What follows belongs to an exercise in optimizing a design on an open flow for small area, a short achievable clock period and few clock cycles per item; a production flow would make more cautious choices.
Power is estimated from default activity; no workload was simulated.

== run a ==
==> flow/design.v <==
module cnet_req_framer #(
    parameter FRAME_CAP = 128,
    parameter NAME_CAP  = 16,
    parameter DATA_CAP  = FRAME_CAP - NAME_CAP - 11,
    parameter ADDR_MAX  = NAME_CAP - 3
) (
    input  wire                    clk,
    input  wire                    rst,
    input  wire                    req_valid,
    output wire                    req_ready,
    input  wire [1:0]              req_kind,       
    input  wire [7:0]              req_station,
    input  wire [3:0]              req_dev,        
    input  wire [2:0]              req_size,       
    input  wire [7:0]              req_count,
    input  wire [3:0]              req_addr_len,   
    input  wire [8*ADDR_MAX-1:0]   req_addr,       
    input  wire [6:0]              req_data_len,   
    input  wire [8*DATA_CAP-1:0]   req_data,       
    output wire                    tx_valid,
    input  wire                    tx_ready,
    output wire [7:0]              tx_data,
    output wire                    tx_last
);
    localparam NG = (DATA_CAP + 7) / 8;    
    reg [1:0]            s_kind;
    reg [7:0]            s_station;
    reg [3:0]            s_dev;
    reg [2:0]            s_size;
    reg [7:0]            s_count;
    reg [3:0]            s_alen;
    reg [8*ADDR_MAX-1:0] s_addr;
    reg [6:0]            s_dlen;
    reg [8*DATA_CAP-1:0] s_data;
    reg       ld_en;     
    reg       free;      
    reg [7:0]    lo;
    reg [1:0]    gh, ga;
    reg [NG-1:0] gd;
    reg          cnt, eot, act;
    reg       p_valid;
    reg [7:0] p_byte;
    reg       p_addr;    
    reg       p_data;    
    reg       o_valid, o_last;
    reg [7:0] o_data;
    reg       k_valid, k_last;    
    reg [7:0] k_data;
    assign req_ready = free;
    assign tx_valid  = o_valid;
    assign tx_data   = o_data;
    assign tx_last   = o_last;
    function [7:0] devletter(input [3:0] d);
        case (d)
            4'd0:  devletter = 8'h50;  
            4'd1:  devletter = 8'h4D;  
            4'd2:  devletter = 8'h4B;  
            4'd3:  devletter = 8'h46;  
            4'd4:  devletter = 8'h54;  
            4'd5:  devletter = 8'h43;  
            4'd6:  devletter = 8'h4C;  
            4'd7:  devletter = 8'h4E;  
            4'd8:  devletter = 8'h44;  
            4'd9:  devletter = 8'h55;  
            4'd10: devletter = 8'h5A;  
            4'd11: devletter = 8'h52;  
            default: devletter = 8'h00;
        endcase
    endfunction
    function [7:0] sizeletter(input [2:0] s);
        case (s)
            3'd0: sizeletter = 8'h58;  
            3'd1: sizeletter = 8'h42;  
            3'd2: sizeletter = 8'h57;  
            3'd3: sizeletter = 8'h44;  
            3'd4: sizeletter = 8'h4C;  
            default: sizeletter = 8'h00;
        endcase
    endfunction
    wire [4:0] nl = 5'd3 + {1'b0, s_alen};
    wire [8*16-1:0] hdr = {
        24'h000000,
        sizeletter(s_size),
        devletter(s_dev),
        8'h25,
        4'h3, nl[3:0],
        7'h18, nl[4],
        4'h3, s_count[3:0],
        4'h3, s_count[7:4],
        s_kind[1] ? 8'h42 : 8'h53,
        8'h53,
        s_kind[0] ? 8'h57 : 8'h52,
        4'h3, s_station[3:0],
        4'h3, s_station[7:4],
        8'h05
    };
    reg [7:0] f_byte, grp;
    integer g, j;
    always @* begin
        f_byte = eot ? 8'h04 : 8'h00;
        for (g = 0; g < 2; g = g + 1) begin
            grp = 8'h00;
            for (j = 0; j < 8; j = j + 1)
                grp = grp | ({8{lo[j]}} & hdr[8*(8*g+j) +: 8]);
            f_byte = f_byte | ({8{gh[g]}} & grp);
        end
        for (g = 0; g < 2; g = g + 1) begin
            grp = 8'h00;
            for (j = 0; j < 8; j = j + 1)
                if (8*g + j < ADDR_MAX)
                    grp = grp | ({8{lo[j]}} & s_addr[8*(8*g+j) +: 8]);
            f_byte = f_byte | ({8{ga[g]}} & grp);
        end
        for (g = 0; g < NG; g = g + 1) begin
            grp = 8'h00;
            for (j = 0; j < 8; j = j + 1)
                if (8*g + j < DATA_CAP)
                    grp = grp | ({8{lo[j]}} & s_data[8*(8*g+j) +: 8]);
            f_byte = f_byte | ({8{gd[g]}} & grp);
        end
    end
    wire [7:0] c_byte = p_data ? {p_byte[7:4] + 4'h3, p_byte[3:0]} : p_byte;
    wire       c_eot  = (c_byte == 8'h04);
    wire       c_emit = p_valid && !((p_addr || p_data) && c_byte == 8'h00);
    wire       kill   = p_valid && (p_addr || p_data) && c_eot;
    wire adv     = !k_valid;              
    wire consume = o_valid && tx_ready;
    wire acc     = req_valid && free;
    wire b_kind   = s_kind[1];
    wire has_data = s_kind[0] && (s_dlen != 7'd0);
    wire has_addr = (s_alen != 4'd0);
    wire [7:0]    lo_nx = {lo[6:0], lo[7]};
    wire [1:0]    ga_nx = lo[7] ? {ga[0], 1'b0} : ga;
    wire [NG-1:0] gd_nx = lo[7] ? {gd[NG-2:0], 1'b0} : gd;
    wire [7:0]    alen_lo = 8'd1 << s_alen[2:0];
    wire [1:0]    alen_g  = 2'd1 << s_alen[3];
    wire [7:0]    dlen_lo = 8'd1 << s_dlen[2:0];
    wire [15:0]   dlen_g  = 16'd1 << s_dlen[6:3];
    wire a_last = |(lo_nx & alen_lo) && |(ga_nx & alen_g);
    wire d_last = |(lo_nx & dlen_lo) && |(gd_nx & dlen_g[NG-1:0]);
    wire hdr_skip = b_kind && !cnt && gh[0] && lo[5];
    wire hdr_end  = gh[1] && lo[4];
    wire cnt_end  = cnt && lo[7];
    wire addr_end = |ga && a_last;
    wire data_end = |gd && d_last;
    wire go_data_c = has_data;               
    wire go_eot_c  = !has_data;
    wire go_cnt_a  = b_kind;                 
    wire go_data_a = !b_kind && has_data;
    wire go_eot_a  = !b_kind && !has_data;
    wire go_addr_h = has_addr;               
    wire go_cnt_h  = !has_addr && go_cnt_a;
    wire go_data_h = !has_addr && go_data_a;
    wire go_eot_h  = !has_addr && go_eot_a;
    reg [7:0]    lo_n;
    reg [1:0]    gh_n, ga_n;
    reg [NG-1:0] gd_n;
    reg          cnt_n, eot_n, act_n;
    reg          to_addr, to_cnt, to_data, to_eot;
    always @* begin
        lo_n  = lo;  gh_n = gh;  ga_n = ga;  gd_n = gd;
        cnt_n = cnt; eot_n = eot; act_n = act;
        to_addr = 1'b0; to_cnt = 1'b0; to_data = 1'b0; to_eot = 1'b0;
        if (hdr_end) begin
            to_addr = go_addr_h; to_cnt = go_cnt_h; to_data = go_data_h; to_eot = go_eot_h;
        end else if (addr_end) begin
            to_cnt = go_cnt_a; to_data = go_data_a; to_eot = go_eot_a;
        end else if (cnt_end) begin
            to_data = go_data_c; to_eot = go_eot_c;
        end else if (data_end) begin
            to_eot = 1'b1;
        end
        if (acc) begin
            lo_n = 8'd1; gh_n = 2'b01; ga_n = 2'b00; gd_n = {NG{1'b0}};
            cnt_n = 1'b0; eot_n = 1'b0; act_n = 1'b1;
        end else if (adv && (kill || eot)) begin
            lo_n = 8'd0; gh_n = 2'b00; ga_n = 2'b00; gd_n = {NG{1'b0}};
            cnt_n = 1'b0; eot_n = 1'b0; act_n = 1'b0;
        end else if (adv) begin
            if (hdr_skip) begin
                lo_n = 8'd1; gh_n = 2'b10;
            end else if (to_addr | to_cnt | to_data | to_eot) begin
                lo_n  = to_cnt ? 8'h40 : (to_eot ? 8'h00 : 8'h01);
                gh_n  = {1'b0, to_cnt};
                ga_n  = {1'b0, to_addr};
                gd_n  = {{(NG-1){1'b0}}, to_data};
                cnt_n = to_cnt;
                eot_n = to_eot;
            end else begin
                lo_n = lo_nx;
                gh_n = lo[7] ? {gh[0], 1'b0} : gh;
                ga_n = ga_nx;
                gd_n = gd_nx;
            end
        end
    end
    reg       o_valid_n, k_valid_n;
    always @* begin
        o_valid_n = o_valid;
        k_valid_n = k_valid;
        if (k_valid) begin
            if (consume) k_valid_n = 1'b0;
        end else if (c_emit) begin
            if (!o_valid || consume) o_valid_n = 1'b1;
            else                     k_valid_n = 1'b1;
        end else if (consume) begin
            o_valid_n = 1'b0;
        end
    end
    always @(posedge clk) begin
        if (ld_en) begin
            s_kind    <= req_kind;
            s_station <= req_station;
            s_dev     <= req_dev;
            s_size    <= req_size;
            s_count   <= req_count;
            s_alen    <= req_addr_len;
            s_addr    <= req_addr;
            s_dlen    <= req_data_len;
            s_data    <= req_data;
        end
        if (adv) begin
            p_byte <= f_byte;
            p_addr <= |ga;
            p_data <= |gd;
        end
        if (k_valid) begin
            if (consume) begin
                o_data <= k_data;
                o_last <= k_last;
            end
        end else if (c_emit) begin
            if (!o_valid || consume) begin
                o_data <= c_byte;
                o_last <= c_eot;
            end else begin
                k_data <= c_byte;
                k_last <= c_eot;
            end
        end
        if (rst) begin
            lo      <= 8'd0;
            gh      <= 2'b00;
            ga      <= 2'b00;
            gd      <= {NG{1'b0}};
            cnt     <= 1'b0;
            eot     <= 1'b0;
            act     <= 1'b0;
            p_valid <= 1'b0;
            o_valid <= 1'b0;
            k_valid <= 1'b0;
            ld_en   <= 1'b1;
            free    <= 1'b1;
        end else begin
            lo      <= lo_n;
            gh      <= gh_n;
            ga      <= ga_n;
            gd      <= gd_n;
            cnt     <= cnt_n;
            eot     <= eot_n;
            act     <= act_n;
            if (adv)
                p_valid <= act && !kill;
            o_valid <= o_valid_n;
            k_valid <= k_valid_n;
            ld_en   <= !act_n || eot_n;
            free    <= !act_n || (eot_n && !k_valid_n);
        end
    end
endmodule
==> flow/config.mk <==
export PLATFORM = sky130hd
export DESIGN_NAME = cnet_req_framer
export DESIGN_NICKNAME = cnet_req_framer
export VERILOG_FILES = /design/flow/design.v
export SDC_FILE = /design/flow/constraint.sdc
export NUM_CORES = 4
export LEC_CHECK = 0
export CAP_MARGIN = 20
export CORE_MARGIN = 2
export CORE_UTILIZATION = 40
export SLEW_MARGIN = 20
==> flow/constraint.sdc <==
create_clock -name core_clock -period 10.0 [get_ports {clk}]
set_input_delay 2.0000 -clock core_clock [delete_from_list [all_inputs] [get_ports {clk}]]
set_output_delay 2.0000 -clock core_clock [all_outputs]
set_load 0.01 [all_outputs]
standard.sh (not shown) runs the stock make flow with config.mk's settings and CLKGATE_MAP_FILE= SYNTH_SCRIPT=/design/flow/synth_recipe.tcl, a recipe that flattens the netlist after the stock synthesis.
==> flow/flow/run.sh <==
#!/bin/bash
# The standard layout, with plain buf_1 cells as the port buffers (every
# input and output port still gets one) instead of the delay buffer that
# buffer_ports picks by default.
set -euo pipefail
export BUFFER_PORTS_ARGS="-buffer_cell sky130_fd_sc_hd__buf_1"
bash standard.sh > standard.log 2>&1
Run a: no failed stages, no open violations at the end
> inputs changed (run a -> run b)
==> flow/run.sh (new file) <==
#!/bin/bash
# synth_recipe.tcl (not shown) runs the flow's synth.tcl, then flattens the netlist and writes it again
# the make line also repeats each setting of config.mk as NAME=value (left out here)
make -C /OpenROAD-flow-scripts/flow DESIGN_CONFIG=/design/flow/config.mk WORK_HOME=/design/flow/orfs CLKGATE_MAP_FILE= SYNTH_SCRIPT=/design/flow/synth_recipe.tcl finish
removed: flow/flow/run.sh
removed: flow/standard.sh
Results
Relative to run a, the combinational power measured on run b has increased by more than half.
Area: run b vs run a -> run b larger
Taking run a as the reference, in run b area added between synthesis and finish went up by 17 points; measured slew at the worst slew-check pin went up by 0.0073 ns; worst hold slack was more or less identical; placer congestion estimate went up by 2.3%; relative contribution of combinational cells to total power went up by 2.1 points.
Run a → run b: part of the power in the clock network up 0.3 points, number of distinct library cells after synthesis flat.
No run of this note included a check of the RTL's function; only the layout flow was run.

## port drivers added, routing unchanged
Ports are ideal in the flow. The routed layouts listed here were re-timed in OpenROAD.
Step 1: set_driving_cell puts a clkbuf_16 on clk and a buf_2 on each other input, an assumption about the parent block.
Step 2 moves the port delays by t, midway between the first and last clock arrival at a register: inputs arrive t later, outputs are due t later. That takes back most of the time a late clock gives input paths.
Three values: no drivers, after step 1, after step 2; two values: the first two.
run	shift t [ns]	setup WS [ns]	hold WS [ns]	clock arrival spread, ns
run a	0.728	6.650 / 6.583 / 6.192	0.466 / 0.466 / 0.466	0.018 / 0.018
run b	0.738	6.278 / 6.208 / 5.778	0.466 / 0.466 / 0.466	0.021 / 0.021
After both steps every run listed still meets setup and hold. The setup slack of run b, which loses most, moves by -0.070 ns with the drivers and by -0.500 ns with both steps.
